What follows belongs to an exercise in optimizing a design on an open flow for small area and a short achievable clock period; a production flow would make more cautious choices. The RTL was checked by simulation tests, not by an equivalence proof against the original design. The flow treats the clock pin as an ideal source, which a real chip does not have. Power figures rest on the tool's default switching activity, not on a simulated workload.

<file path="config.mk">
export PLATFORM = sky130hd
export DESIGN_NAME = frame_link_responder
export DESIGN_NICKNAME = frame_link_responder
export VERILOG_FILES = /design/flow/design.v
export SDC_FILE = /design/flow/constraint.sdc
export NUM_CORES = 4
export LEC_CHECK = 0
export CAP_MARGIN = 20
export CORE_MARGIN = 2
export CORE_UTILIZATION = 40
export SETUP_SLACK_MARGIN = 3.0
export SLEW_MARGIN = 20
export TNS_END_PERCENT = 10
</file>
<file path="constraint.sdc">
create_clock -name core_clock -period 5.5 [get_ports {clk}]
set_input_delay 1.1000 -clock core_clock [delete_from_list [all_inputs] [get_ports {clk}]]
set_output_delay 1.1000 -clock core_clock [all_outputs]
set_load 0.01 [all_outputs]
</file>
<file path="design.v">
module frame_link_responder (
    input  wire        clk,
    input  wire        rst,           
    input  wire        byte_valid,
    input  wire [7:0]  rx_byte,
    output wire [7:0]  tx_byte,
    output wire        s_sync,
    input  wire        tbl_we,
    input  wire [3:0]  tbl_idx,
    input  wire        tbl_en,
    input  wire [15:0] tbl_id,
    input  wire [31:0] tbl_val,
    output reg         pull_query,
    output reg  [3:0]  pull_idx,
    output reg         frame_valid,
    output wire        frame_pull,
    output wire [15:0] frame_id,
    output wire [31:0] frame_value,
    input  wire        wd_inc,
    input  wire        wd_expire,
    input  wire [15:0] wd_threshold,
    output reg         wd_safety,
    output reg         wd_tripped
);
    reg        sync_r;
    reg [8:0]  ph;            
    reg [7:0]  id0, id1;
    reg [31:0] vb;            
    reg        is_pull;
    reg [7:0]  tx_reg;
    assign tx_byte     = tx_reg;
    assign s_sync      = sync_r;
    assign frame_pull  = is_pull;
    assign frame_id    = {id1, id0};
    assign frame_value = vb;
    wire [7:0]  qn_lo = ph[0] ? rx_byte : id0;
    wire [7:0]  qn_hi = ph[1] ? rx_byte : id1;
    wire        in_eq = (tbl_id == {qn_hi, id0});
    wire        in_lo = (tbl_id[7:0] == qn_lo);
    wire [15:0] mn;               
    wire [31:0] val [0:15];
    wire [15:0] s;
    genvar g;
    generate
        for (g = 0; g < 16; g = g + 1) begin : ent
            reg [15:0] t_id;
            reg [31:0] t_val;
            reg        t_en;
            reg        t_lo;
            reg        t_s;
            wire we = tbl_we && (tbl_idx == g);
            always @(posedge clk)
                if (we) begin
                    t_id  <= tbl_id;
                    t_val <= tbl_val;
                end
            always @(posedge clk)
                if (rst)     t_en <= 1'b0;
                else if (we) t_en <= tbl_en;
            always @(posedge clk)
                t_lo <= we ? in_lo : (t_id[7:0] == qn_lo);
            assign mn[g] = we ? (tbl_en && in_eq)
                              : (t_en && t_lo && (t_id[15:8] == qn_hi));
            if (g == 0) begin : p0
                always @(posedge clk) t_s <= mn[0];
            end else begin : pn
                always @(posedge clk) t_s <= mn[g] && !(|mn[g-1:0]);
            end
            assign s[g]   = t_s;
            assign val[g] = t_val;
        end
    endgenerate
    reg hit;
    always @(posedge clk) hit <= |mn;
    reg [31:0] hv;
    reg [3:0]  hidx;
    integer i;
    always @(*) begin
        hv   = 32'd0;
        hidx = 4'd0;
        for (i = 0; i < 16; i = i + 1) begin
            hv   = hv | (val[i] & {32{s[i]}});
            hidx = hidx | (i[3:0] & {4{s[i]}});
        end
    end
    wire [7:0] seq_byte = {{4{ph[8]}}, ph[8] | ph[0], ph[8] | ph[1] | ph[2] | ph[3] | ph[4],
                           ph[8] | ph[1] | ph[2] | ph[5] | ph[6],
                           ph[8] | ph[1] | ph[3] | ph[5] | ph[7]};
    wire [7:0] vtop = is_pull ? vb[7:0] : rx_byte;
    always @(posedge clk) begin
        if (rst) begin
            sync_r      <= 1'b0;
            ph          <= 9'd1;
            tx_reg      <= 8'd0;
            pull_query  <= 1'b0;
            frame_valid <= 1'b0;
        end else begin
            pull_query  <= 1'b0;
            frame_valid <= 1'b0;
            if (byte_valid) begin
                if (!sync_r) begin
                    if (rx_byte == seq_byte) begin
                        if (ph[8]) begin                     
                            sync_r <= 1'b1;
                            ph     <= 9'd1;
                            tx_reg <= 8'h00;
                        end else begin                       
                            ph     <= {ph[7:0], 1'b0};
                            tx_reg <= seq_byte;
                        end
                    end else begin                           
                        ph     <= 9'd1;
                        tx_reg <= 8'h00;
                    end
                end else begin
                    ph <= {ph[7:0], 1'b0};
                    if (ph[0]) begin
                        id0    <= rx_byte;
                        tx_reg <= rx_byte;
                    end
                    if (ph[1]) begin
                        id1    <= rx_byte;
                        tx_reg <= rx_byte;
                    end
                    if (ph[2]) begin                          
                        is_pull <= hit;
                        if (hit) begin
                            vb         <= {hv[7:0], hv[31:8]};
                            tx_reg     <= hv[7:0];
                            pull_query <= 1'b1;
                            pull_idx   <= hidx;
                        end else begin
                            vb     <= {rx_byte, vb[31:8]};
                            tx_reg <= rx_byte;
                        end
                    end
                    if (ph[3] | ph[4] | ph[5]) begin          
                        vb     <= {vtop, vb[31:8]};
                        tx_reg <= vtop;
                    end
                    if (ph[6] | ph[7]) begin
                        if (rx_byte == 8'hFF) begin           
                            tx_reg <= ph[7] ? id1 : id0;
                        end else begin                        
                            tx_reg <= 8'h00;
                            ph     <= 9'd1;
                            sync_r <= 1'b0;
                        end
                    end
                    if (ph[8]) begin                          
                        tx_reg      <= 8'h00;
                        ph          <= 9'd1;
                        frame_valid <= 1'b1;
                    end
                end
            end
        end
    end
    reg [15:0] wd_counter;
    always @(posedge clk) begin
        if (rst) begin
            wd_counter <= 16'd0;
            wd_safety  <= 1'b0;
            wd_tripped <= 1'b0;
        end else begin
            wd_safety <= 1'b0;
            if (wd_expire) begin                              
                if (wd_counter < wd_threshold) begin
                    wd_tripped <= 1'b1;
                    wd_safety  <= 1'b1;
                end else begin
                    wd_tripped <= 1'b0;
                end
                wd_counter <= {15'd0, wd_inc};
            end else if (wd_inc && wd_counter != 16'hFFFF) begin  
                wd_counter <= wd_counter + 16'd1;
            end
        end
    end
endmodule
</file>
<file path="flow/run.sh">
#!/bin/bash
set -euo pipefail
bash standard.sh finish \
  BUFFER_PORTS_ARGS="-buffer_cell sky130_fd_sc_hd__buf_2" \
  CTS_ARGS="-sink_clustering_enable -repair_clock_nets -dont_use_dummy_load" \
  SKIP_CTS_REPAIR_TIMING=1 \
  POST_CTS_TCL="$PWD/flow/post_cts.tcl" \
  > standard_flow.log 2>&1
</file>
<file path="flow/post_cts.tcl">
# Timing repair after clock tree synthesis, in place of the standard one
# (SKIP_CTS_REPAIR_TIMING=1): rebuffer slow nets to a tighter slew target
# first, then repair setup and hold, then legalize.
estimate_parasitics -placement
repair_design -slew_margin 70 -cap_margin 20 -match_cell_footprint -verbose
repair_timing -setup_margin $::env(SETUP_SLACK_MARGIN) -hold_margin 0 \
  -repair_tns $::env(TNS_END_PERCENT) -match_cell_footprint -verbose
detailed_placement
check_placement -verbose
</file>
<file path="standard.sh">
#!/bin/bash
# synth_recipe.tcl (not shown) runs the flow's synth.tcl, then flattens the netlist and writes it again
# the make line also repeats each setting of config.mk as NAME=value (left out here)
make -C /OpenROAD-flow-scripts/flow DESIGN_CONFIG=/design/flow/config.mk WORK_HOME=/design/flow/orfs CLKGATE_MAP_FILE= SYNTH_SCRIPT=/design/flow/synth_recipe.tcl "${@:-finish}"
</file>
==> metrics.md, run 1 <==
| Metric | Value |
|---|---|
| Flop2flop setup slack | `2870 ps` |
| Pin count of the biggest net entering global routing | `49` |
| Crit path max fanout | `10` |
| First-pass GRT wire length | `154000 µm` |
| FF-to-FF End | `ent[14].t_s` |
| Netlist Area Pre-Place | `35800 µm²` |
| Area of the core | `88500 µm²` |
| CP startpoint | `rx_byte[6]` |
| Iteration-0 DRC Markers | `2573` |
| Fill cells | `7538` |
| Clock slew seen by the registers of the worst setup and hold paths | `60 ps` |
| Hpwl dp | `64000 µm` |
| Syn Area/Cell | `15.4 µm²` |
| Vias in the first global route | `22168` |
| Largest register FFs | `512` |
| Number of synthesized flops with an enable pin | `821` |
| Slew Viols, Final | `0` |
| RePlAce Congestion | `0.886` |
| RSZ-0062 raised after global routing | `yes` |
| Seq/Total Area, Yosys | `73.7%` |
| Fin crit period | `2680 ps` |
| Detailed-route wire length per cell | `28.8 µm` |
| # rows | `109` |
| R2r worst-path depth | `9` |
| Worst vdd ir | `0.000238 V` |
| Startpoint Class | `input port` |
| Critical Path End Type | `register` |
| Share of cells above drive strength 1 | `19.4%` |
| Chip width | `303 µm` |
| Max-Cap Viols | `0` |
| # setup viols final | `0` |
| Core Util, Final | `47.2%` |
| CP required | `6030 ps` |
| Area grow syn2layout | `16.5%` |
| Final period util | `48.8%` |
| Critical path type | `in -> reg` |
| Power Density | `320 nW/µm²` |
| Synth Warn # | `1` |
| Leakage dissipation | `0.0136 µW` |
| Post-route insts no fill | `3742` |
| Worst hold path type | `reg -> reg` |
| Initial Util | `40.5%` |
| Final Skew | `60.1 ps` |
| Post-route ant nets | `0` |
| Status | `finished clean` |
| DRT Pass-1 Iters | `6` |
| CTS tree | `done` |
| Gr ovfl total | `0` |
| Worst skew pair latency | `660 ps` |
| Residual DRC | `0` |
| Die H | `303 µm` |
| Tot GR Track Use | `23.3%` |
| Buffers added on ports | `148` |
| Startpoint of the worst register-to-register path | `ph[1]` |
| Worst Setup EP | `ent[14].t_s` |
| Cells after synthesis | `2322` |
| Top Registers | `ent.t_val x512, ent.t_id x256, vb x32` |
| Routed Wire Length | `108000 µm` |
| Vias | `22143` |
| Yosys cell types | `65` |
| Die area | `92000 µm²` |
| Placed cells | `3571` |
| CTS Sinks | `908` |
| Slew @ Worst Pin | `502 ps` |
| Biggest register | `ent.t_val` |
| Ys flop type | `edfxtp_1` |
| Nets | `2673` |
| Final hold vios | `0` |
| Setup TNS | `0 ps` |
| Fmax | `373 MHz` |
| Seq cells post-synth | `908` |
| Slew HR | `66.5%` |
| FFs w/ async S/R, synth | `0%` |
| Post-synthesis net count | `2421` |
| CP arrival | `3210 ps` |
| Worst hold margin | `451 ps` |
| Initial antenna violation count | `13` |
| Top-Level Pins | `149` |
| Number of vias per cell | `5.92` |
-- cells in the final DEF (no fill, tap or decap), types with 6 or more instances in the layout --
| cell | netlist | routed |
|---|---|---|
| dfxtp_2 | 0 | 12 |
| ha_1 | 16 | 16 |
| buf_12 | 0 | 6 |
| mux2i_1 | 19 | 11 |
| buf_4 | 6 | 87 |
| mux2i_2 | 0 | 7 |
| nor2_1 | 126 | 119 |
| a41oi_1 | 7 | 7 |
| a221oi_1 | 55 | 55 |
| nand2_2 | 0 | 6 |
| nand2_1 | 76 | 68 |
| nor2b_1 | 9 | 7 |
| a21oi_1 | 59 | 56 |
| and3_1 | 20 | 18 |
| xnor2_1 | 226 | 221 |
| nor4_2 | 2 | 13 |
| nand3_1 | 74 | 72 |
| xor2_1 | 69 | 69 |
| a31oi_1 | 9 | 8 |
| nand4_1 | 39 | 39 |
| mux2i_4 | 8 | 9 |
| dfxtp_4 | 0 | 10 |
| a22oi_1 | 157 | 156 |
| o21ai_0 | 30 | 28 |
| edfxtp_1 | 821 | 821 |
| a21o_1 | 6 | 6 |
| inv_1 | 57 | 42 |
| dfxtp_1 | 87 | 65 |
| clkbuf_16 | 0 | 91 |
| buf_6 | 1 | 37 |
| buf_2 | 10 | 130 |
| a22o_1 | 55 | 55 |
| nor3_1 | 27 | 23 |
| buf_8 | 1 | 15 |
| nor4_1 | 54 | 42 |
-- worst max-delay path, stage by stage --
cell and delay, ps:
buf_2 190, mux2i_4 220, buf_4 280, xor2_1 210, nand4_1 210, or4_1 560
o21ai_1 150, nor4bb_1 290
-- layout make-up --
type | count | area, µm² | area share [%]
Sequential cell | 908 | 26400 | 63.4
Multi-Input combinational cell | 1234 | 9160 | 21.9
Clock buffer | 91 | 2280 | 5.45
Timing Repair Buffer | 281 | 2110 | 5.06
Tap cell | 1165 | 1460 | 3.49
Inverter | 58 | 279 | 0.668
Antenna cell | 5 | 12.5 | 0.0300
-- metrics by stage --
stage	setup WS, ps	power, µW	cell area (µm²)
2_1_floorplan	2390	8020	36000
5_1_grt	2770	13700	41700
3_5_place_dp	1550	8240	38100
3_3_place_gp	1590	8220	38100
6_report	2820	13300	41700
-- how the worst min path moves through the flow --
stage	startpoint	to	slack [ps]	depth (start not counted)
after floorplan	hit	is_pull	410	0
after global placement	wd_tripped	wd_tripped	430	1
after detailed placement	ent[6].t_en	ent[6].t_en	450	2
after global routing	ent[8].t_en	ent[8].t_en	480	2
final	ent[6].t_en	ent[6].t_en	450	2
-- routing by layer --
metal | track usage (%) | part of all wire, % | vias up
li1 | - | - | 9414
met1 | 32.9 | 42 | 11349
met2 | 36.4 | 45 | 1164
met3 | 4.95 | 9.7 | 202
met4 | 7.00 | 2.9 | 14
met5 | 0 | 0.080 | -
-- power by group --
group	internal [µW]	switching, µW
Clock	2890	2330
Combinational	137	307
Sequential	7640	41.0
-- cells by family after synthesis --
group	after synthesis	share of synthesized area, %
buffers and inverters	180	2.04
muxes	27	1.03
AOI/OAI and AO/OA	421	8.63
and+or+nand+nor	474	6.80
xor gates and xnor gates	296	7.26
adders and majority gates	16	0.559
DFF	908	73.7
-- synth_stat cells, drive strengths merged (16+ instances only) --
cell type,instances,share of area [%]
o21ai,37,0.52
nor4,57,1.1
nand4,40,0.72
nor3,27,0.38
nand2,76,0.80
clkbuf,72,0.75
mux2i,27,1.0
xor2,69,1.7
a21oi,59,0.82
edfxtp,821,69
and3,20,0.35
buf,50,0.67
xnor2,227,5.6
nor2,126,1.3
nand3,75,1.1
a22o,55,1.3
ha,16,0.56
a221oi,55,1.3
a22oi,157,3.3
dfxtp,87,4.9
inv,58,0.61
==> run 2: changes to the inputs <==
--- a/flow/post_cts.tcl
+++ b/flow/post_cts.tcl
@@ -3,5 +3,5 @@
 # first, then repair setup and hold, then legalize.
 estimate_parasitics -placement
-repair_design -slew_margin 70 -cap_margin 20 -match_cell_footprint -verbose
+repair_design -slew_margin 60 -cap_margin 20 -match_cell_footprint -verbose
 repair_timing -setup_margin $::env(SETUP_SLACK_MARGIN) -hold_margin 0 \
   -repair_tns $::env(TNS_END_PERCENT) -match_cell_footprint -verbose
--- a/config.mk
+++ b/config.mk
@@ -9,5 +9,5 @@
 export CORE_MARGIN = 2
 export CORE_UTILIZATION = 40
-export SETUP_SLACK_MARGIN = 3.0
+export SETUP_SLACK_MARGIN = 3.3
 export SLEW_MARGIN = 20
 export TNS_END_PERCENT = 10
==> run 2 against run 1 <==
- combinational power rose by 7.2%
- routed wire length rose by 0.73%
- count of clock-buffer cells in the layout did not move
- register-to-register slack got worse by 100 ps
- sequential share of layout area fell by 1.4 points
- highest routed layer unchanged
- fmax fell by 2.1%
- still clean
- critical path depth rose by 2
- worst setup slack got worse by 57 ps
- sequential power barely moved
==> metrics.md, run 2 <==
| Metric | Value |
|---|---|
| Status | `finished clean` |
| Final instance area | `42700 µm² (+2.3%)` |
| Biggest register | `ent.t_val` |
| Slew HR | `57.9% (-8.7 points)` |
| CP required | `6020 ps (about the same)` |
| Number of vias per cell | `5.92 (about the same)` |
| Die area | `92000 µm² (unchanged)` |
| Area contributors post-synth | `edfxtp_1, xnor2_1, dfxtp_1` |
| Fin crit period | `2740 ps (+57.2 ps)` |
| Gr ovfl total | `0 (unchanged)` |
| Leakage dissipation | `0.0141 µW (+3.3%)` |
| First-pass GRT wire length | `153000 µm (-0.43%)` |
| Share of cells above drive strength 1 | `22.4% (+3.0 points)` |
| Buffers added on ports | `148 (unchanged)` |
| Detailed-route wire length per cell | `28.6 µm (-0.71%)` |
| Final hold vios | `0 (unchanged)` |
| Largest register FFs | `512 (unchanged)` |
| Nets | `2725 (+1.9%)` |
| Max-Cap Viols | `0 (unchanged)` |
| Post-Place Worst Slack | `1530 ps (-21.8 ps)` |
| Power Density | `313 nW/µm² (-1.9%)` |
| Setup TNS | `0 ps (unchanged)` |
| Residual DRC | `0 (unchanged)` |
| Critical path type | `in -> reg` |
| CTS tree | `done` |
| Top-Level Pins | `149 (unchanged)` |
| Area of the core | `88500 µm² (unchanged)` |
| # setup viols final | `0 (unchanged)` |
| Chip width | `303 µm (unchanged)` |
| FFs w/ async S/R, synth | `0% (unchanged)` |
| Synth top area share | `68.8% (unchanged)` |
| Tot GR Track Use | `23.2% (-0.12 points)` |
| Ys flop type | `edfxtp_1` |
| Cells after synthesis | `2322 (unchanged)` |
| Iteration-0 DRC Markers | `2711 (+5.4%)` |
| Post-route ant nets | `0 (unchanged)` |
| DRT Pass-1 Iters | `6 (unchanged)` |
| R2r worst-path depth | `10 (+1)` |
| Netlist Area Pre-Place | `35800 µm² (unchanged)` |
| Worst hold margin | `455 ps (+4.83 ps)` |
| Slew Viols, Final | `0 (unchanged)` |
| Initial Util | `40.5% (unchanged)` |
| Final worst-path setup slack | `2760 ps (-57.2 ps)` |
| Flop2flop setup slack | `2770 ps (-100 ps)` |
| Startpoint Class | `input port` |
| Vias | `22458 (+1.4%)` |
| Slew @ Worst Pin | `632 ps (+130 ps)` |
| Vias in the first global route | `22042 (-0.57%)` |
| Most frequent cells after synthesis | `edfxtp_1, xnor2_1, a22oi_1` |
| Final Skew | `82.6 ps (+22.5 ps)` |
| Synth Warn # | `1 (unchanged)` |
| Worst hold path type | `reg -> reg` |
| Seq/Total Area, Yosys | `73.7% (unchanged)` |
| Hpwl dp | `63800 µm (-0.36%)` |
| Most common cell in the netlist | `edfxtp_1` |
| Final period util | `49.8% (+1.0 points)` |
| Clock slew seen by the registers of the worst setup and hold paths | `60 ps (about the same)` |
| # rows | `109 (unchanged)` |
| CP arrival | `3260 ps (+50 ps)` |
| Worst vdd ir | `0.000259 V (+8.8%)` |
| RePlAce Congestion | `0.899 (+1.4%)` |
| Area grow syn2layout | `19.2%` |
| Crit path max fanout | `6 (-4)` |
| Worst skew pair latency | `660 ps (about the same)` |
| Top Registers | `ent.t_val x512, ent.t_id x256, vb x32` |
| Die H | `303 µm (unchanged)` |
| Number of synthesized flops with an enable pin | `821 (unchanged)` |
| Initial antenna violation count | `13 (unchanged)` |
| Hold Crit Depth | `2 (unchanged)` |
| Fmax | `365 MHz (-2.1%)` |
| Commonest non-fill, non-tap cell in the layout | `edfxtp_1` |
| Syn Area/Cell | `15.4 µm² (unchanged)` |
| Yosys cell types | `65 (unchanged)` |
| Routed Wire Length | `109000 µm (+0.73%)` |
| CTS Sinks | `908 (unchanged)` |
| Placed Area | `38100 µm² (about the same)` |
| Critical Path End Type | `register` |
| Seq cells post-synth | `908 (unchanged)` |
| Core Util, Final | `48.2% (+1.1 points)` |
| Post-synthesis net count | `2421 (unchanged)` |
| Most frequent cells in the layout | `edfxtp_1, xnor2_1, a22oi_1` |
| Pin count of the biggest net entering global routing | `43 (-12%)` |
| RSZ-0062 raised after global routing | `yes` |
| Top cell type by total area after synthesis | `edfxtp_1` |
## run 2: final timing paths
| check | startpoint | to |
|---|---|---|
| min | ent[11].t_en | ent[11].t_en |
| max | rx_byte[3] | ent[14].t_s |
| min reg2reg | ent[11].t_en | ent[11].t_en |
| max reg2reg | ph[1] | ent[14].t_s |
## run 2: worst max-delay path: stages
cell and delay [ps]:
clkbuf_4 160, mux2i_4 230, buf_12 160, buf_4 120
buf_12 90, xor2_1 150, nand4_1 220, or4_1 580
o21ai_2 110, nor4bb_2 320
## run 2: cells by family after synthesis
family / Yosys count / share of synthesized area (%)
multiplexers: 27 / 1.03
adder cells (fa/ha/maj): 16 / 0.559
XOR/XNOR: 296 / 7.26
buffers and inverters: 180 / 2.04
AND/OR/NAND/NOR: 474 / 6.80
AO/OA/AOI/OAI: 421 / 8.63
flip-flops: 908 / 73.7
## run 2: final cells by class
cell class	instances	area (µm²)
multi-input cells	1234	9450
well taps	1165	1460
repair buffers	333	2730
diodes	7	17.5
fillers	7459	45800
flip-flops and latches	908	26400
clock buffers	91	2280
inverters	58	313
## run 2: power by group
| group | total (µW) | leakage [µW] | internal (µW) | switching, µW |
|---|---|---|---|---|
| registers | 7680 | 0.00810 | 7640 | 40.2 |
| clock network | 5230 | 0.00112 | 2890 | 2340 |
| logic | 476 | 0.00486 | 157 | 319 |
| total | 13400 | 0.0141 | 10700 | 2700 |
## run 2: per-stage QoR
step / total power [µW] / cells
3_3_place_gp: 8220 / 3569
5_1_grt: 13700 / 3790
3_5_place_dp: 8240 / 3570
6_report: 13400 / 3796
2_1_floorplan: 8020 / 2322
## run 2: metal layers
metal / global-route usage (%) / share of wire [%] / up-vias
met5: 0 / 0.056 / -
met4: 5.50 / 2.4 / 8
met3: 4.97 / 10 / 176
met2: 36.5 / 46 / 1192
met1: 33.1 / 41 / 11568
li1: - / - / 9514
==> run 3: changes to the inputs <==
--- a/design.v
+++ b/design.v
@@ -48,4 +48,5 @@
             reg        t_en;
             reg        t_lo;
+            reg        t_m;
             reg        t_s;
             wire we = tbl_we && (tbl_idx == g);
@@ -60,6 +61,9 @@
             always @(posedge clk)
                 t_lo <= we ? in_lo : (t_id[7:0] == qn_lo);
-            assign mn[g] = we ? (tbl_en && in_eq)
-                              : (t_en && t_lo && (t_id[15:8] == qn_hi));
+            assign mn[g] = we    ? (tbl_en && in_eq) :
+                           ph[1] ? (t_en && t_lo && (t_id[15:8] == rx_byte)) :
+                                   t_m;
+            always @(posedge clk)
+                t_m <= mn[g];
             if (g == 0) begin : p0
                 always @(posedge clk) t_s <= mn[0];
--- a/flow/post_cts.tcl
+++ b/flow/post_cts.tcl
@@ -3,5 +3,5 @@
 # first, then repair setup and hold, then legalize.
 estimate_parasitics -placement
-repair_design -slew_margin 60 -cap_margin 20 -match_cell_footprint -verbose
+repair_design -slew_margin 70 -cap_margin 20 -match_cell_footprint -verbose
 repair_timing -setup_margin $::env(SETUP_SLACK_MARGIN) -hold_margin 0 \
   -repair_tns $::env(TNS_END_PERCENT) -match_cell_footprint -verbose
--- a/config.mk
+++ b/config.mk
@@ -9,5 +9,5 @@
 export CORE_MARGIN = 2
 export CORE_UTILIZATION = 40
-export SETUP_SLACK_MARGIN = 3.3
+export SETUP_SLACK_MARGIN = 3.0
 export SLEW_MARGIN = 20
 export TNS_END_PERCENT = 10
==> run 3 against run 2 <==
- still clean
- register-to-register slack hardly changed
- sequential power grew 1%
- sequential share of layout area up 1.4 points
- die area rose by 0.94%
- first-iteration DRC count decreased by 2.1%
- count of clock-buffer cells in the layout is the same
- largest cell class unchanged
==> metrics.md, run 3 <==
| Metric | Value |
|---|---|
| Status | `finished clean` |
| Most common cell in the netlist | `edfxtp_1` |
| Initial Util | `40.2% (-0.23 points)` |
| Final period util | `49.4% (-0.37 points)` |
| Setup TNS | `0 ps (unchanged)` |
| # setup viols final | `0 (unchanged)` |
| Buffers added on ports | `148 (unchanged)` |
| Yosys cell types | `63 (-3.1%)` |
| Biggest register | `ent.t_val` |
| Post-route insts no fill | `3741 (-1.4%)` |
| Worst hold path type | `reg -> reg` |
| Share of power burned in the clock network | `38.5% (-0.6 points)` |
| Synth Warn # | `1 (unchanged)` |
| Slew Viols, Final | `0 (unchanged)` |
| Largest register FFs | `512 (unchanged)` |
| Top Registers | `ent.t_val x512, ent.t_id x256, vb x32` |
| Vias | `21809 (-2.9%)` |
| CTS Sinks | `923 (+1.7%)` |
| Sw Share | `20.2% (+0.064 points)` |
| Area of the core | `89900 µm² (+1.5%)` |
| Max-Cap Viols | `0 (unchanged)` |
| Gr ovfl total | `0 (unchanged)` |
| Chip width | `305 µm (+0.47%)` |
| Startpoint Class | `input port` |
| Slew @ Worst Pin | `527 ps (-106 ps)` |
| Die area | `92800 µm² (+0.94%)` |
| Initial antenna violation count | `15 (+2)` |
| Final worst-path setup slack | `2780 ps (+20.5 ps)` |
| Crit path max fanout | `23 (+17)` |
| Top-Level Pins | `149 (unchanged)` |
| Most frequent cells after synthesis | `edfxtp_1, xnor2_1, a22oi_1` |
| Cells after synthesis | `2327 (+0.22%)` |
| Seq pwr share | `57.3% (about the same)` |
| Pin count of the biggest net entering global routing | `36 (-16%)` |
| Post-synthesis net count | `2426 (+0.21%)` |
| Residual DRC | `0 (unchanged)` |
| Final Skew | `43.1 ps (-39.5 ps)` |
| Die H | `305 µm (+0.47%)` |
| Power Density | `322 nW/µm² (+2.7%)` |
| Placed cells | `3576 (+0.17%)` |
| Placed Area | `38300 µm² (+0.42%)` |
| GR Util met2 | `36.2% (-0.23 points)` |
| Fill cells | `7600 (+1.9%)` |
| First-pass GRT wire length | `152000 µm (-0.67%)` |
| Post-route ant nets | `0 (unchanged)` |
| Worst skew pair latency | `640 ps (-20 ps)` |
| Top cell type by total area after synthesis | `edfxtp_1` |
| Met3 usage | `4.44% (-0.53 points)` |
| Gate power share | `4.2% (+0.6 points)` |
| Clock slew seen by the registers of the worst setup and hold paths | `60 ps (about the same)` |
| Post-Place Worst Slack | `1460 ps (-66.2 ps)` |
| GRT busiest layer | `met2` |
| CP arrival | `3230 ps (-30 ps)` |
| Number of synthesized flops with an enable pin | `821 (unchanged)` |
| # rows | `110 (+0.92%)` |
| Critical path type | `in -> reg` |
| Vias in the first global route | `21642 (-1.8%)` |
| Psw | `2750 µW (+1.9%)` |
| RSZ-0062 raised after global routing | `yes` |
| Detailed-route wire length per cell | `28.5 µm (-0.29%)` |
| Fin crit period | `2720 ps (-20.5 ps)` |
| Most frequent cells in the layout | `edfxtp_1, xnor2_1, a22oi_1` |
| Number of vias per cell | `5.83 (-1.5%)` |
| Synth top area share | `68.2% (-0.65 points)` |
| Seq/Total Area, Yosys | `73.8% (+0.14 points)` |
| Final instance area | `42200 µm² (-1.1%)` |
| Netlist Area Pre-Place | `36200 µm² (+0.95%)` |
| Ys flop type | `edfxtp_1` |
| CTS tree | `done` |
| FFs w/ async S/R, synth | `0% (unchanged)` |
| Critical Path End Type | `register` |
| Hpwl dp | `60500 µm (-5.2%)` |
| DRT Pass-1 Iters | `6 (unchanged)` |
| Final hold vios | `0 (unchanged)` |
| Routed Wire Length | `107000 µm (-1.7%)` |
| Met1 usage | `30.3% (-2.8 points)` |
| Cell internal pwr | `10800 µW (+1.5%)` |
| RePlAce Congestion | `0.876 (-2.5%)` |
| Area contributors post-synth | `edfxtp_1, xnor2_1, dfxtp_1` |
| Area grow syn2layout | `16.8%` |
| Syn Area/Cell | `15.5 µm² (+0.73%)` |
| Share of cells above drive strength 1 | `19.3% (-3.0 points)` |
| Worst vdd ir | `0.000205 V (-21%)` |
| Slew HR | `64.9% (+7.0 points)` |
| Fmax | `368 MHz (+0.76%)` |
| Commonest non-fill, non-tap cell in the layout | `edfxtp_1` |
| Nets | `2662 (-2.3%)` |
| Seq cells post-synth | `923 (+1.7%)` |
| Worst hold margin | `454 ps (-1.62 ps)` |
| CP required | `6010 ps (about the same)` |
| Leakage dissipation | `0.0137 µW (-2.9%)` |
| Tot GR Track Use | `22.5% (-0.74 points)` |
| Iteration-0 DRC Markers | `2654 (-2.1%)` |
-- run 3: layout make-up --
class	count	area, µm²	area share (%)
Clock buffer	91	2280	5.39
Inverter	46	226	0.536
Sequential cell	923	26700	63.3
Multi-Input combinational cell	1232	9190	21.8
Antenna cell	4	10.0	0.0237
Tap cell	1176	1470	3.48
Timing Repair Buffer	269	2330	5.52
-- run 3: routing by layer --
| metal | wire [µm] | share of wire (%) |
|---|---|---|
| met1 | 43200 | 41 |
| met2 | 50400 | 47 |
| met3 | 9680 | 9.1 |
| met4 | 3310 | 3.1 |
| met5 | 69 | 0.065 |
-- run 3: power by group through the flow --
| stage | logic, µW | registers, µW | clock network [µW] |
|---|---|---|---|
| detailed placement | 507 | 7940 | 0 |
| floorplan | 296 | 7930 | 0 |
| global route | 606 | 7790 | 5570 |
| global placement | 496 | 7930 | 0 |
| finish | 565 | 7790 | 5240 |
-- run 3: critical path, cell delays in order --
cell      delay (ps)
buf_12           150
mux2_2           310
xor2_1           150
nor3_1           100
nand4_4          130
buf_12           130
buf_4            110
mux2i_4           80
nor3_4           260
nand3b_1         160
or4b_1           520
-- run 3: metrics by stage --
| step | power (µW) | utilization [%] |
|---|---|---|
| final | 13600 | 47.0 |
| after global routing | 14000 | 47.0 |
| after detailed placement | 8440 | 42.6 |
| after floorplan | 8220 | - |
| after global placement | 8430 | 42.6 |
-- run 3: logic make-up after synthesis --
family          synth area share (%)
flops                           73.8
simple gates                    6.78
compound gates                  8.29
xor+xnor                        7.17
buf+inv                         2.04
mux                             1.35
fa+ha+maj                      0.554
-- run 3: final timing paths --
kind | startpoint | endpoint | slack (ps) | cells past startpoint
setup / recovery | rx_byte[4] | hit | 2780 | 11
hold / removal | wd_tripped | wd_tripped | 450 | 1
setup reg to reg | id0[7] | ent[12].t_s | 2780 | 10
hold reg to reg | wd_tripped | wd_tripped | 450 | 1
==> run 4: changes to the inputs <==
==> flow/run.sh (replaced) <==
#!/bin/bash
set -euo pipefail
bash standard.sh finish \
  BUFFER_PORTS_ARGS="-buffer_cell sky130_fd_sc_hd__buf_2" \
  CTS_ARGS="-sink_clustering_enable -repair_clock_nets -dont_use_dummy_load" \
  > standard_flow.log 2>&1
removed: flow/post_cts.tcl
==> run 4 against run 3 <==
- still clean on timing, DRC and antenna
- count of clock-buffer cells in the layout unchanged
- routed wire length decreased by 0.40%
- cell count decreased by 1.1%
- synthesized cell count unchanged
- via count decreased by 0.67%
- critical path depth decreased by 3
- utilization decreased by 0.82 points
- non-clock buffer count decreased by 40
- first-iteration DRC count decreased by 4.3%
- clock skew increased by 4.1 ps
- area after synthesis unchanged
- critical path type unchanged
- highest routed layer unchanged
==> metrics.md, run 4 <==
| Metric | Value |
|---|---|
| Synth Warn # | `1 (unchanged)` |
| H-tree Lvls | `3` |
| Most common cell in the netlist | `edfxtp_1` |
| Largest register FFs | `512 (unchanged)` |
| Worst hold margin | `452 ps (-1.67 ps)` |
| Final Skew | `47.1 ps (+4.06 ps)` |
| DRT Pass-1 Iters | `6 (unchanged)` |
| # rows | `110 (unchanged)` |
| Fmax | `364 MHz (-1.1%)` |
| Clk Tree Root Cell | `clkbuf_16` |
| CP required | `6010 ps (about the same)` |
| Area grow syn2layout | `14.7%` |
| CTS Hold Bufs | `0` |
| Routed Wire Length | `106000 µm (-0.40%)` |
| Pin count of the biggest net entering global routing | `51 (+42%)` |
| Top Registers | `ent.t_val x512, ent.t_id x256, vb x32` |
| Seq/Total Area, Yosys | `73.8% (unchanged)` |
| Synth top area share | `68.2% (unchanged)` |
| Leakage dissipation | `0.0134 µW (-2.0%)` |
| Initial antenna violation count | `18 (+3)` |
| Startpoint Class | `input port` |
| Buffers added on ports | `148 (unchanged)` |
| TritonCTS Buffers | `91` |
| # setup viols final | `0 (unchanged)` |
| Total power | `13600 µW (-0.24%)` |
| Top cell type by total area after synthesis | `edfxtp_1` |
| Die area | `92800 µm² (unchanged)` |
| Number of synthesized flops with an enable pin | `821 (unchanged)` |
| Number of vias per cell | `5.85 (+0.40%)` |
| Slew Viols, Final | `0 (unchanged)` |
| Chip width | `305 µm (unchanged)` |
| FFs w/ async S/R, synth | `0% (unchanged)` |
| Crit path max fanout | `8 (-65%)` |
| Clock Path Buffers | `3` |
| Post-synthesis net count | `2426 (unchanged)` |
| Netlist Area Pre-Place | `36200 µm² (unchanged)` |
| Final hold vios | `0 (unchanged)` |
| Worst hold path type | `reg -> reg` |
| Clock slew seen by the registers of the worst setup and hold paths | `60 ps (about the same)` |
| Fin crit period | `2750 ps (+29.9 ps)` |
| Portion of netlist area occupied by mux cells | `1.35% (unchanged)` |
| Seq cells post-synth | `923 (unchanged)` |
| Detailed-route wire length per cell | `28.7 µm (+0.68%)` |
| Multi-input gate area | `9050 µm² (-1.5%)` |
| Commonest non-fill, non-tap cell in the layout | `edfxtp_1` |
| Critical Path End Type | `register` |
| Power Density | `327 nW/µm² (+1.5%)` |
| Critical path type | `in -> reg` |
| Most frequent cells in the layout | `edfxtp_1, xnor2_1, a22oi_1` |
| CTS tree | `done` |
| Vias | `21662 (-0.67%)` |
| Slew @ Worst Pin | `1110 ps (+586 ps)` |
| Worst skew pair latency | `640 ps (about the same)` |
| Max-Cap Viols | `0 (unchanged)` |
| FF+latch area | `26700 µm² (about the same)` |
| First-pass GRT wire length | `153000 µm (+0.43%)` |
| Nets | `2622 (-1.5%)` |
| Final worst-path setup slack | `2750 ps (-29.9 ps)` |
| Post-Synth Simple-Gate Area | `6.78% (unchanged)` |
| Die H | `305 µm (unchanged)` |
| Share of cells above drive strength 1 | `17.3% (-2.1 points)` |
| Main combinational cell family by area after synthesis | `compound AO/OA/AOI/OAI gates` |
| Initial Util | `40.2% (unchanged)` |
| Vias in the first global route | `21654 (+0.055%)` |
| Syn Area/Cell | `15.5 µm² (unchanged)` |
| Post-Place Worst Slack | `1460 ps (unchanged)` |
| CP arrival | `3260 ps (+30 ps)` |
| Worst vdd ir | `0.000206 V (+0.31%)` |
| Post-synthesis xor/xnor area fraction | `7.17% (unchanged)` |
| Post-route ant nets | `0 (unchanged)` |
| Biggest register | `ent.t_val` |
| Synth Area in Compound Gates | `8.29% (unchanged)` |
| Adder-cell area share of the yosys netlist | `0.554% (unchanged)` |
| Ys flop type | `edfxtp_1` |
| Hpwl dp | `60500 µm (unchanged)` |
| CTS Sinks | `923 (unchanged)` |
| Slew HR | `25.8% (-39 points)` |
| Status | `finished clean` |
| Tot GR Track Use | `22.6% (+0.11 points)` |
| Gr ovfl total | `0 (unchanged)` |
| RSZ-0062 raised after global routing | `yes` |
| Core Util, Final | `46.2% (-0.82 points)` |
| Most frequent cells after synthesis | `edfxtp_1, xnor2_1, a22oi_1` |
| RePlAce Congestion | `0.876 (unchanged)` |
| Area of the core | `89900 µm² (unchanged)` |
| Area contributors post-synth | `edfxtp_1, xnor2_1, dfxtp_1` |
| Iteration-0 DRC Markers | `2539 (-4.3%)` |
| Top-Level Pins | `149 (unchanged)` |
| Cells after synthesis | `2327 (unchanged)` |
| Residual DRC | `0 (unchanged)` |
| Setup TNS | `0 ps (unchanged)` |
| Fill cells | `7704 (+1.4%)` |
| Final period util | `50.0% (+0.54 points)` |
| Yosys cell types | `63 (unchanged)` |
==> run 4: cell types whose count changed in the layout (fill, tap and decap cells not counted), sizes merged <==
cell | previous run | this run
buf | 262 | 224
inv | 45 | 43
clkbuf | 97 | 93
bufbuf | 1 | 3
clkinv | 0 | 2
==> run 4: worst paths after layout <==
| check | start | end | slack (ps) | depth (start not counted) |
|---|---|---|---|---|
| worst max-delay path | tbl_idx[3] | hit | 2750 | 8 |
| worst min-delay path | wd_tripped | wd_tripped | 450 | 1 |
| worst max register to register | ph[1] | ent[15].t_s | 2770 | 11 |
| worst min register to register | wd_tripped | wd_tripped | 450 | 1 |
==> run 4: where the power goes <==
group	internal (µW)	leakage [µW]	switching, µW
Sequential	7750	0.00824	40.4
Clock	2890	0.00112	2340
Combinational	188	0.00403	355
==> run 4: kinds of logic (layout without fill, tap and decap cells) <==
family,after synthesis,after routing
buffers and inverters,172,366
flip-flops,923,923
other,0,4
AND/OR/NAND/NOR,469,469
adder cells (fa/ha/maj),16,16
AO/OA/AOI/OAI,407,407
multiplexers,45,45
XOR/XNOR,295,295
==> run 4: what timing repair did <==
item / 4_1_cts / 5_1_grt
endpoints found under the setup margin: 573 / 523
pin swaps: 2 / 8
gates resized for setup: 76 / 76
cloned: 5 / 0
setup buffers: 20 / 5
hold endpoints to repair: 0 / 0
==> run 4: through the flow <==
stage / std cells / instance area [µm²]
6_report: 3701 / 41500
3_3_place_gp: 3576 / 38300
3_5_place_dp: 3576 / 38300
5_1_grt: 3701 / 41500
4_1_cts: 3692 / 41200
2_1_floorplan: 2327 / 36400
==> run 4: metal layers <==
| metal | share of wire [%] | routed length [µm] | track usage [%] | vias to the layer above |
|---|---|---|---|---|
| met1 | 41 | 43300 | 30.5 | 11063 |
| met5 | 0.089 | 95 | 0 | - |
| met2 | 47 | 50300 | 36.7 | 1088 |
| met4 | 2.9 | 3060 | 7.67 | 16 |
| met3 | 9.0 | 9550 | 4.37 | 195 |
| li1 | - | - | - | 9300 |
==> run 4: area by class of cell <==
cell class / instances / area share (%)
inverter: 46 / 0.510
sequential: 923 / 64.4
antenna: 4 / 0.0241
timing repair buffer: 229 / 4.22
clock buffer: 91 / 5.49
tap: 1176 / 3.55
multi-input combinational: 1232 / 21.8
==> run 4: critical path, stage by stage <==
cell      delay (ps)
buf_2            170
nor3b_4          400
nand2_2          220
o21ai_1          250
o311ai_4         190
nor3_4           250
nand3b_1         150
or4b_1           540
==> run 5: changes to the inputs <==
==> flow/run.sh (replaced) <==
#!/bin/bash
set -euo pipefail
bash standard.sh finish \
  BUFFER_PORTS_ARGS="-buffer_cell sky130_fd_sc_hd__buf_2" \
  CTS_ARGS="-sink_clustering_enable -repair_clock_nets -dont_use_dummy_load -sink_clustering_size 25 -sink_clustering_max_diameter 80" \
  > standard_flow.log 2>&1
==> run 5 against run 4 <==
- via count rose by 0.43%
- utilization down 0.59 points
- final area shrank 1.3%
- worst hold slack gained 9.9 ps
- highest routed layer unchanged
- fmax is 1.6% higher
- critical path depth decreased by 3
- area after synthesis stayed put
- non-clock buffer count is 33 higher
- register-to-register slack better by 40 ps
==> metrics.md, run 5 <==
| Metric | Value |
|---|---|
| Chip width | `305 µm (unchanged)` |
| Synth Warn # | `1 (unchanged)` |
| Seq/Total Area, Yosys | `73.8% (unchanged)` |
| Buffers added on ports | `148 (unchanged)` |
| Seq cells post-synth | `923 (unchanged)` |
| Status | `finished clean` |
| Critical Path End Type | `register` |
| Number of synthesized flops with an enable pin | `821 (unchanged)` |
| Vias in the first global route | `21314 (-1.6%)` |
| Top Registers | `ent.t_val x512, ent.t_id x256, vb x32` |
| Most common cell in the netlist | `edfxtp_1` |
| Share of cells above drive strength 1 | `17.7% (+0.41 points)` |
| Tot GR Track Use | `22.5% (-0.12 points)` |
| Vias | `21756 (+0.43%)` |
| Worst hold path type | `reg -> reg` |
| # setup viols final | `0 (unchanged)` |
| Clock slew seen by the registers of the worst setup and hold paths | `90 ps (+30 ps)` |
| Clk Tree Root Cell | `clkbuf_16` |
| Slew @ Worst Pin | `1100 ps (-9.75 ps)` |
| Ys flop type | `edfxtp_1` |
| Final hold vios | `0 (unchanged)` |
| Post-route ant nets | `0 (unchanged)` |
| Syn Area/Cell | `15.5 µm² (unchanged)` |
| Number of vias per cell | `5.90 (+0.82%)` |
| Max-Cap Viols | `0 (unchanged)` |
| Worst vdd ir | `0.000276 V (+34%)` |
| Die H | `305 µm (unchanged)` |
| Final instance area | `41000 µm² (-1.3%)` |
| Startpoint Class | `input port` |
| Slew Viols, Final | `0 (unchanged)` |
| Placed Area | `38300 µm² (unchanged)` |
| RSZ-0062 raised after global routing | `yes` |
| Detailed-route wire length per cell | `29.0 µm (+1.0%)` |
| Initial antenna violation count | `15 (-3)` |
| DRT Pass-1 Iters | `6 (unchanged)` |
| Placed cells | `3576 (unchanged)` |
| Area of the core | `89900 µm² (unchanged)` |
| Crit path max fanout | `19 (+11)` |
| Top cell type by total area after synthesis | `edfxtp_1` |
| Cells after synthesis | `2327 (unchanged)` |
| Routed Wire Length | `107000 µm (+0.66%)` |
| Post-route insts no fill | `3687 (-0.38%)` |
| Largest register FFs | `512 (unchanged)` |
| Most frequent cells in the layout | `edfxtp_1, xnor2_1, a22oi_1` |
| Core Util, Final | `45.6% (-0.59 points)` |
| Most frequent cells after synthesis | `edfxtp_1, xnor2_1, a22oi_1` |
| Worst skew pair latency | `650 ps (about the same)` |
| Critical path type | `in -> reg` |
| Area contributors post-synth | `edfxtp_1, xnor2_1, dfxtp_1` |
| Setup TNS | `0 ps (unchanged)` |
| Leakage dissipation | `0.0131 µW (-2.3%)` |
| Fin crit period | `2710 ps (-42.0 ps)` |
| Iteration-0 DRC Markers | `2631 (+3.6%)` |
| RePlAce Congestion | `0.876 (unchanged)` |
| CTS tree | `done` |
| Pin count of the biggest net entering global routing | `51 (unchanged)` |
| Initial Util | `40.2% (unchanged)` |
| # rows | `110 (unchanged)` |
| Power Density | `289 nW/µm² (-11%)` |
| CP required | `5780 ps (-230 ps)` |
| CTS Sinks | `923 (unchanged)` |
| Post-synthesis net count | `2426 (unchanged)` |
| First-pass GRT wire length | `153000 µm (-0.16%)` |
| Biggest register | `ent.t_val` |
| H-tree Lvls | `2 (-1)` |
| Final Skew | `101 ps (+54.0 ps)` |
| Netlist Area Pre-Place | `36200 µm² (unchanged)` |
| Final period util | `49.2% (-0.76 points)` |
| Gr ovfl total | `0 (unchanged)` |
| Yosys cell types | `63 (unchanged)` |
| Nets | `2609 (-0.50%)` |
| Die area | `92800 µm² (unchanged)` |
| Clock Path Buffers | `3 (unchanged)` |
| CP arrival | `2990 ps (-270 ps)` |
| FFs w/ async S/R, synth | `0% (unchanged)` |
| Commonest non-fill, non-tap cell in the layout | `edfxtp_1` |
| Worst hold margin | `462 ps (+9.85 ps)` |
| Residual DRC | `0 (unchanged)` |
| Slew HR | `26.5% (+0.65 points)` |
| TritonCTS Buffers | `44 (-52%)` |
| Top-Level Pins | `149 (unchanged)` |
| Synth top area share | `68.2% (unchanged)` |
| Hpwl dp | `60500 µm (unchanged)` |
| Area grow syn2layout | `13.3%` |
| Fmax | `369 MHz (+1.6%)` |
## run 5: cell counts after synthesis
No cell type changed its count.
## run 5: final timing paths
check / slack (ps) / endpoint / start / cells past startpoint
worst min register to register: 460 / ent[4].t_en / ent[4].t_en / 2
worst max register to register: 2810 / ent[15].t_s / id0[7] / 9
worst max-delay path: 2790 / ent[8].t_val[30] / tbl_idx[1] / 5
worst min-delay path: 460 / ent[4].t_en / ent[4].t_en / 2
## run 5: area by class of cell
class	count	area, µm²
antenna	3	7.51
timing repair buffer	262	2160
fill	7708	48900
clock buffer	44	1100
tap	1176	1470
inverter	46	231
sequential	923	26700
multi-input combinational	1233	9270
## run 5: kinds of logic after synthesis
| logic type | Yosys count | synth area share, % |
|---|---|---|
| flip-flops | 923 | 73.8 |
| AND/OR/NAND/NOR | 469 | 6.78 |
| AO/OA/AOI/OAI | 407 | 8.29 |
| XOR/XNOR | 295 | 7.17 |
| buffers and inverters | 172 | 2.04 |
| multiplexers | 45 | 1.35 |
| adder cells (fa/ha/maj) | 16 | 0.554 |
## run 5: worst max-delay path, stage by stage
cell,delay [ps]
buf_2,190
nor2_1,310
nand2_1,440
inv_4,480
buf_4,440
## run 5: report_power, final
part / internal [µW] / switching, µW
clock: 1430 / 2060
combinational: 214 / 365
sequential: 7730 / 41.0
## run 5: per-stage QoR
stage	power [µW]	setup slack (ps)
after floorplan	8220	1810
after global placement	8430	1570
after detailed placement	8440	1460
after CTS	11900	2840
after global routing	12200	2740
final	11800	2790
## run 5: repair_timing
action	4_1_cts	5_1_grt
cloned	6	2
endpoints found under the setup margin	572	409
buffers inserted	24	32
pin swaps	8	18
hold buffers	0	0
resized for setup	117	101
## run 5: per-layer routing
metal	vias to the layer above	track usage, %	routed length (µm)
li1	9276	-	-
met1	11229	30.6	43800
met2	1053	36.9	50900
met3	186	3.87	8760
met4	12	6.87	3350
met5	-	0	71
==> run 6: changes to the inputs <==
--- a/config.mk
+++ b/config.mk
@@ -9,5 +9,5 @@
 export CORE_MARGIN = 2
 export CORE_UTILIZATION = 40
-export SETUP_SLACK_MARGIN = 3.0
+export SETUP_SLACK_MARGIN = 2.8
 export SLEW_MARGIN = 20
 export TNS_END_PERCENT = 10
==> run 6 against run 5 <==
- still clean
- final area decreased by 2.8%
- die area unchanged
- clock power about the same
- critical endpoint is now ent[8].t_id[15]
- largest power group unchanged
==> metrics.md, run 6 <==
| Metric | Value |
|---|---|
| Status | `finished clean` |
| Top Registers | `ent.t_val x512, ent.t_id x256, vb x32` |
| TritonCTS Buffers | `44 (unchanged)` |
| Leakage dissipation | `0.0126 µW (-3.7%)` |
| Area of the core | `89900 µm² (unchanged)` |
| R2r worst-path depth | `9 (unchanged)` |
| Commonest non-fill, non-tap cell in the layout | `edfxtp_1` |
| Critical Path End Type | `register` |
| CTS Hold Bufs | `0 (unchanged)` |
| Chip width | `305 µm (unchanged)` |
| GR Util met2 | `36.4% (-0.52 points)` |
| FF-to-FF End | `hit` |
| Synth Warn # | `1 (unchanged)` |
| First-pass GRT wire length | `152000 µm (-0.16%)` |
| Hpwl dp | `61400 µm (+1.4%)` |
| Most frequent cells in the layout | `edfxtp_1, xnor2_1, a22oi_1` |
| CTS Sinks | `923 (unchanged)` |
| Flop2flop setup slack | `2770 ps (-40 ps)` |
| Number of vias per cell | `5.92 (+0.31%)` |
| Residual DRC | `0 (unchanged)` |
| Post-route insts no fill | `3634 (-1.4%)` |
| Yosys cell types | `63 (unchanged)` |
| Most frequent cells after synthesis | `edfxtp_1, xnor2_1, a22oi_1` |
| Final period util | `51.1% (+1.9 points)` |
| Top cell type by total area after synthesis | `edfxtp_1` |
| Startpoint Class | `input port` |
| RSZ-0062 raised after global routing | `yes` |
| Tot GR Track Use | `22.4% (-0.11 points)` |
| # rows | `110 (unchanged)` |
| GRT busiest layer | `met2` |
| Worst skew pair latency | `630 ps (-20 ps)` |
| Setup TNS | `0 ps (unchanged)` |
| Vias in the first global route | `21236 (-0.37%)` |
| Clk Tree Root Cell | `clkbuf_16` |
| Die H | `305 µm (unchanged)` |
| Worst hold start | `ent[8].t_en` |
| Gr ovfl total | `0 (unchanged)` |
| Clock slew seen by the registers of the worst setup and hold paths | `100 ps (about the same)` |
| Power Density | `296 nW/µm² (+2.5%)` |
| Met3 usage | `3.46% (-0.41 points)` |
| Max-Cap Viols | `0 (unchanged)` |
| H-tree Lvls | `2 (unchanged)` |
| Netlist Area Pre-Place | `36200 µm² (unchanged)` |
| Seq/Total Area, Yosys | `73.8% (unchanged)` |
| Nets | `2558 (-2.0%)` |
| Post-synthesis net count | `2426 (unchanged)` |
| # setup viols final | `0 (unchanged)` |
| Startpoint of the worst register-to-register path | `ph[1]` |
| Critical path type | `in -> reg` |
| Detailed-route wire length per cell | `29.0 µm (about the same)` |
| Ys flop type | `edfxtp_1` |
| Final worst-path setup slack | `2690 ps (-103 ps)` |
| Seq cells post-synth | `923 (unchanged)` |
| Final Skew | `86.5 ps (-14.6 ps)` |
| Crit path max fanout | `19 (unchanged)` |
| CP required | `5750 ps (-30 ps)` |
| Post-route ant nets | `0 (unchanged)` |
| Area grow syn2layout | `10.1%` |
| Fmax | `356 MHz (-3.7%)` |
| Slew Viols, Final | `0 (unchanged)` |
| FFs w/ async S/R, synth | `0% (unchanged)` |
| Initial antenna violation count | `12 (-3)` |
| Buffers added on ports | `148 (unchanged)` |
| Core Util, Final | `44.3% (-1.3 points)` |
| Vias | `21509 (-1.1%)` |
| Clock Path Buffers | `3 (unchanged)` |
| Number of synthesized flops with an enable pin | `821 (unchanged)` |
| Largest register FFs | `512 (unchanged)` |
| Worst vdd ir | `0.000220 V (-20%)` |
| Most common cell in the netlist | `edfxtp_1` |
| Area contributors post-synth | `edfxtp_1, xnor2_1, dfxtp_1` |
| CP arrival | `3070 ps (+80 ps)` |
| Top-Level Pins | `149 (unchanged)` |
| Initial Util | `40.2% (unchanged)` |
| Slew @ Worst Pin | `1110 ps (+10.9 ps)` |
| RePlAce Congestion | `0.882 (+0.60%)` |
| Total power | `11800 µW (-0.37%)` |
| Fin crit period | `2810 ps (+103 ps)` |
| DRT Pass-1 Iters | `6 (unchanged)` |
| Placed cells | `3578 (+0.056%)` |
| Final hold vios | `0 (unchanged)` |
| CTS tree | `done` |
| Post-Place Worst Slack | `1550 ps (+88.3 ps)` |
| Die area | `92800 µm² (unchanged)` |
| Hold Path Sink | `ent[8].t_en` |
| Synth top area share | `68.2% (unchanged)` |
| Slew HR | `25.7% (-0.73 points)` |
| Worst hold path type | `reg -> reg` |
| Routed Wire Length | `105000 µm (-1.4%)` |
| Share of cells above drive strength 1 | `14.5% (-3.2 points)` |
| Cells after synthesis | `2327 (unchanged)` |
| Hold Crit Depth | `2 (unchanged)` |
| Iteration-0 DRC Markers | `2638 (+0.27%)` |
| Syn Area/Cell | `15.5 µm² (unchanged)` |
| Biggest register | `ent.t_val` |
| Met1 usage | `31.4% (+0.80 points)` |
| Pin count of the biggest net entering global routing | `51 (unchanged)` |
run 6: area by class of cell:
| type | count | area (µm²) |
|---|---|---|
| Antenna cell | 1 | 2.50 |
| Clock buffer | 44 | 1100 |
| Fill cell | 7843 | 50100 |
| Inverter | 46 | 186 |
| Multi-Input combinational cell | 1235 | 9030 |
| Sequential cell | 923 | 26700 |
| Tap cell | 1176 | 1470 |
| Timing Repair Buffer | 209 | 1310 |
run 6: what timing repair did:
action / CTS / global route
endpoints found under the hold margin: 0 / 0
setup buffers: 3 / 5
pin swaps: 4 / 5
resized for setup: 43 / 38
endpoints found under the setup margin: 307 / 448
cloned: 2 / 1
run 6: logic make-up after synthesis:
kind of cell,after synthesis,share of synthesized area (%)
AO/OA/AOI/OAI,407,8.29
XOR/XNOR,295,7.17
adder cells (fa/ha/maj),16,0.554
buffers and inverters,172,2.04
flip-flops,923,73.8
multiplexers,45,1.35
AND/OR/NAND/NOR,469,6.78
run 6: worst max-delay path by stage:
stage	start	end	slack, ps	cells after the start
finish	tbl_idx[1]	ent[8].t_id[15]	2690	5
global route	rx_byte[6]	hit	2600	10
CTS	tbl_idx[2]	ent[5].t_val[21]	2600	6
detailed placement	rx_byte[3]	ent[14].t_s	1550	9
global placement	rx_byte[4]	hit	1550	9
floorplan	tbl_idx[0]	hit	1810	6
run 6: worst max-delay path: stages:
cell and delay [ps]:
buf_2 190, nor2_1 240, nand2_1 360, inv_2 710, buf_4 430
run 6: stage by stage:
| stage | instance area (µm²) | hold slack (ps) |
|---|---|---|
| after floorplan | 36300 | 437 |
| after global placement | 38300 | 441 |
| after detailed placement | 38300 | 447 |
| after CTS | 39600 | 463 |
| after global routing | 39800 | 484 |
| final | 39800 | 463 |
run 6: power by group:
| part | switching [µW] | internal (µW) | leakage (µW) |
|---|---|---|---|
| logic | 356 | 177 | 0.00383 |
| registers | 40.4 | 7730 | 0.00824 |
| clock network | 2060 | 1430 | 0.000542 |
run 6: routing by layer:
layer  part of all wire [%]  routed length, µm  up-vias
li1                       -                  -     9147
met1                     42              43800    11166
met2                     47              50100     1037
met3                    8.2               8690      147
met4                    2.7               2800       12
met5                  0.074                 78        -
==> run 7: changes to the inputs <==
--- a/design.v
+++ b/design.v
@@ -35,6 +35,6 @@
     assign frame_value = vb;
     wire [7:0]  qn_lo = ph[0] ? rx_byte : id0;
-    wire [7:0]  qn_hi = ph[1] ? rx_byte : id1;
-    wire        in_eq = (tbl_id == {qn_hi, id0});
+    wire        in_eq = (tbl_id[7:0] == id0) &&
+                        (ph[1] ? (tbl_id[15:8] == rx_byte) : (tbl_id[15:8] == id1));
     wire        in_lo = (tbl_id[7:0] == qn_lo);
     wire [15:0] mn;               
--- a/config.mk
+++ b/config.mk
@@ -9,5 +9,5 @@
 export CORE_MARGIN = 2
 export CORE_UTILIZATION = 40
-export SETUP_SLACK_MARGIN = 2.8
+export SETUP_SLACK_MARGIN = 3.0
 export SLEW_MARGIN = 20
 export TNS_END_PERCENT = 10
==> run 7 against run 6 <==
- still clean
- die area barely moved
- clock power rose by 3%
- worst hold slack got worse by 1.7 ps
- utilization rose by 1.2 points
- area after synthesis barely moved
- sequential cell count did not move
- critical path depth did not move
- worst setup slack improved by 47 ps
- global-route usage rose by 0.57 points
- via count rose by 2.6%
- register-to-register slack barely moved
==> metrics.md, run 7 <==
| Metric | Value |
|---|---|
| Ys flop type | `edfxtp_1` |
| Number of vias per cell | `5.89 (-0.45%)` |
| Seq cells post-synth | `923 (unchanged)` |
| Largest register FFs | `512 (unchanged)` |
| Critical path type | `in -> reg` |
| Most frequent cells in the layout | `edfxtp_1, xnor2_1, a22oi_1` |
| Multi-input gate area | `9230 µm² (+2.3%)` |
| # setup viols final | `0 (unchanged)` |
| Netlist Area Pre-Place | `36200 µm² (about the same)` |
| Area contributors post-synth | `edfxtp_1, xnor2_1, dfxtp_1` |
| Cell internal pwr | `9620 µW (+3.0%)` |
| Area grow syn2layout | `13.0%` |
| RePlAce Congestion | `0.853 (-3.2%)` |
| Die area | `92900 µm² (about the same)` |
| Delay-heaviest family, CP | `buffers and inverters` |
| TritonCTS Buffers | `47 (+6.8%)` |
| Detailed-route wire length per cell | `29.0 µm (about the same)` |
| Clk Tree Root Cell | `clkbuf_16` |
| Share of power burned in the clock network | `29.1% (-0.5 points)` |
| CTS tree | `done` |
| Top cell type by total area after synthesis | `edfxtp_1` |
| Gate power share | `7.6% (+3.1 points)` |
| Number of synthesized flops with an enable pin | `821 (unchanged)` |
| Sw Share | `22.1% (+1.3 points)` |
| Top Registers | `ent.t_val x512, ent.t_id x256, vb x32` |
| Area of the core | `89900 µm² (unchanged)` |
| Routed Wire Length | `109000 µm (+3.1%)` |
| CTS Hold Bufs | `0 (unchanged)` |
| Seq/Total Area, Yosys | `73.8% (about the same)` |
| FFs w/ async S/R, synth | `0% (unchanged)` |
| Final Skew | `96.2 ps (+9.65 ps)` |
| Crit-path max cell delay | `570 ps (-140 ps)` |
| Die H | `305 µm (about the same)` |
| Sum of buffers and inverters on the critical path | `3 (unchanged)` |
| Share of cells above drive strength 1 | `17.6% (+3.1 points)` |
| CTS Sinks | `923 (unchanged)` |
| Slew @ Worst Pin | `1120 ps (+10.6 ps)` |
| Clock Path Buffers | `3 (unchanged)` |
| Clock slew seen by the registers of the worst setup and hold paths | `80 ps (-20 ps)` |
| Psw | `2730 µW (+11%)` |
| Cell Chain, Critical Path | `buf_2, nor2b_1, nand2_1, inv_2, buf_4` |
| Setup TNS | `0 ps (unchanged)` |
| Max-Cap Viols | `0 (unchanged)` |
| Final period util | `50.3% (-0.85 points)` |
| Worst hold path type | `reg -> reg` |
| Top-Level Pins | `149 (unchanged)` |
| Most frequent cells after synthesis | `edfxtp_1, xnor2_1, a22oi_1` |
| Nets | `2669 (+4.3%)` |
| Vias | `22066 (+2.6%)` |
| Chip width | `305 µm (about the same)` |
| Worst vdd ir | `0.000263 V (+19%)` |
| Critical Path End Type | `register` |
| Fin crit period | `2760 ps (-46.9 ps)` |
| Post-route ant nets | `0 (unchanged)` |
| FF+latch area | `26700 µm² (about the same)` |
| Most common cell in the netlist | `edfxtp_1` |
| Startpoint Class | `input port` |
| Gr ovfl total | `0 (unchanged)` |
| First-pass GRT wire length | `154000 µm (+1.1%)` |
| Fill cells | `7793 (-0.64%)` |
| Tot GR Track Use | `22.9% (+0.57 points)` |
| Initial Util | `40.3% (about the same)` |
| Synth top area share | `68.1% (about the same)` |
| Final instance area | `40900 µm² (+2.7%)` |
| Commonest non-fill, non-tap cell in the layout | `edfxtp_1` |
| # rows | `110 (unchanged)` |
| Cells after synthesis | `2364 (+1.6%)` |
| Placed Area | `38500 µm² (+0.59%)` |
| Hpwl dp | `63300 µm (+3.2%)` |
| Syn Area/Cell | `15.3 µm² (-1.5%)` |
| Yosys cell types | `67 (+6.3%)` |
| Slew Viols, Final | `0 (unchanged)` |
| DRT Pass-1 Iters | `5 (-1)` |
| Iteration-0 DRC Markers | `2702 (+2.4%)` |
| Final hold vios | `0 (unchanged)` |
| Status | `finished clean` |
| Crit path max fanout | `20 (+1)` |
| Biggest register | `ent.t_val` |
| Pin count of the biggest net entering global routing | `51 (unchanged)` |
| Seq pwr share | `63.3% (-2.6 points)` |
| CP arrival | `3020 ps (-50 ps)` |
| Worst skew pair latency | `660 ps (+30 ps)` |
| Slew HR | `24.4% (-1.3 points)` |
| Leakage dissipation | `0.0132 µW (+4.8%)` |
| Synth Warn # | `1 (unchanged)` |
| Vias in the first global route | `21437 (+0.95%)` |
| Residual DRC | `0 (unchanged)` |
| Initial antenna violation count | `13 (+1)` |
| Fmax | `362 MHz (+1.7%)` |
| Power Density | `302 nW/µm² (+1.9%)` |
| H-tree Lvls | `2 (unchanged)` |
| Buffers added on ports | `148 (unchanged)` |
| Post-synthesis net count | `2463 (+1.5%)` |
| RSZ-0062 raised after global routing | `yes` |
| Slowest-stage cell, CP | `inv_2` |
| CP required | `5750 ps (about the same)` |
==> run 7: power by group through the flow <==
stage / Combinational, µW / Clock, µW / Sequential, µW
floorplan: 503 / 0 / 7960
global placement: 832 / 0 / 7980
detailed placement: 848 / 0 / 7990
CTS: 908 / 3640 / 7830
global route: 1000 / 3860 / 7840
finish: 938 / 3590 / 7830
==> run 7: timing repair <==
action,4_1_cts,5_1_grt
pin swaps,20,11
cloned,3,0
gates resized for setup,105,37
hold endpoints to repair,0,0
endpoints found under the setup margin,458,441
buffers inserted,42,29
==> run 7: logic make-up (layout without fill, tap and decap cells) <==
| kind of cell | Yosys count | in the layout | synth area share (%) |
|---|---|---|---|
| flip-flops | 923 | 923 | 73.8 |
| AND/OR/NAND/NOR | 481 | 483 | 6.84 |
| AO/OA/AOI/OAI | 427 | 427 | 8.38 |
| XOR/XNOR | 295 | 295 | 7.14 |
| buffers and inverters | 182 | 384 | 2.18 |
| multiplexers | 40 | 40 | 1.13 |
| adder cells (fa/ha/maj) | 16 | 16 | 0.553 |
| other | 0 | 1 | 0 |
==> run 7: path summary, 6_finish.rpt <==
kind                             startpoint               end  slack, ps  cells after the start
worst min register to register  ent[1].t_en       ent[1].t_en        460                      2
worst max register to register       id0[6]        ent[5].t_s       2780                      8
worst max-delay path             tbl_idx[1]  ent[2].t_val[22]       2740                      5
worst min-delay path            ent[1].t_en       ent[1].t_en        460                      2
==> run 7: through the flow <==
step	setup slack [ps]	util [%]	hold slack (ps)	total power [µW]	instances
CTS	2750	45.1	461	12400	3715
floorplan	2040	-	437	8470	2364
global route	2680	45.5	484	12700	3744
global placement	1410	42.9	438	8810	3623
finish	2740	45.5	461	12400	3745
detailed placement	1380	42.9	451	8840	3623
==> run 7: per-layer routing <==
layer	GRT usage (%)	share of wire, %
met1	31.3	41
met3	5.47	9.8
met5	0	0.064
met4	6.01	2.9
met2	36.9	46
==> run 7: final cells by class <==
| class | instances | area share (%) |
|---|---|---|
| repair buffers | 285 | 5.10 |
| inverters | 52 | 0.514 |
| clock buffers | 47 | 2.88 |
| diodes | 1 | 0.00612 |
| flip-flops and latches | 923 | 65.3 |
| multi-input cells | 1261 | 22.6 |
| well taps | 1176 | 3.60 |
==> run 7: worst register-to-register path, cell delays in order (launching register included) <==
cell      delay [ps]
edfxtp_1         560
xnor2_1          340
nand4_1          250
or4_4            700
buf_6            170
o21ai_4          160
nor3_4            90
buf_4            150
and3b_2          190

## re-timing with driven ports
In the flow no input, the clock included, has a driving cell. The finished layouts below were timed again as built, in two steps. Step 1, drivers: a clkbuf_16 drives clk and a buf_2 each remaining input, both assumed. Step 2 adds t to the input delays and takes it off the output delays; t is the mean of the earliest and latest rising clock arrival at the registers after step 1. Input paths then give back, and output paths get back, about the clock's delay inside the block. Slacks: ideal / step 1 / step 2; pairs: ideal / step 1.
| run | shift t [ns] | setup WS [ns] | hold WS [ns] | worst data-port slew with drivers (ns) |
|---|---|---|---|---|
| run 1 | 0.696 | 2.817 / 2.798 / 2.102 | 0.451 / 0.451 / 0.451 | 0.17 |
| run 2 | 0.684 | 2.760 / 2.712 / 2.028 | 0.455 / 0.455 / 0.455 | 0.16 |
| run 3 | 0.685 | 2.780 / 2.706 / 2.020 | 0.454 / 0.454 / 0.454 | 0.26 |
| run 4 | 0.684 | 2.750 / 2.725 / 2.041 | 0.452 / 0.452 / 0.452 | 0.17 |
| run 5 | 0.661 | 2.792 / 2.769 / 2.107 | 0.462 / 0.462 / 0.462 | 0.23 |
| run 6 | 0.647 | 2.689 / 2.685 / 2.037 | 0.463 / 0.463 / 0.463 | 0.15 |
| run 7 | 0.690 | 2.736 / 2.733 / 2.090 | 0.461 / 0.461 / 0.461 | 0.17 |
After both steps every run listed still meets setup and hold. For run 3, which loses most, drivers alone change the setup slack by -0.074 ns; drivers and shift together by -0.760 ns.
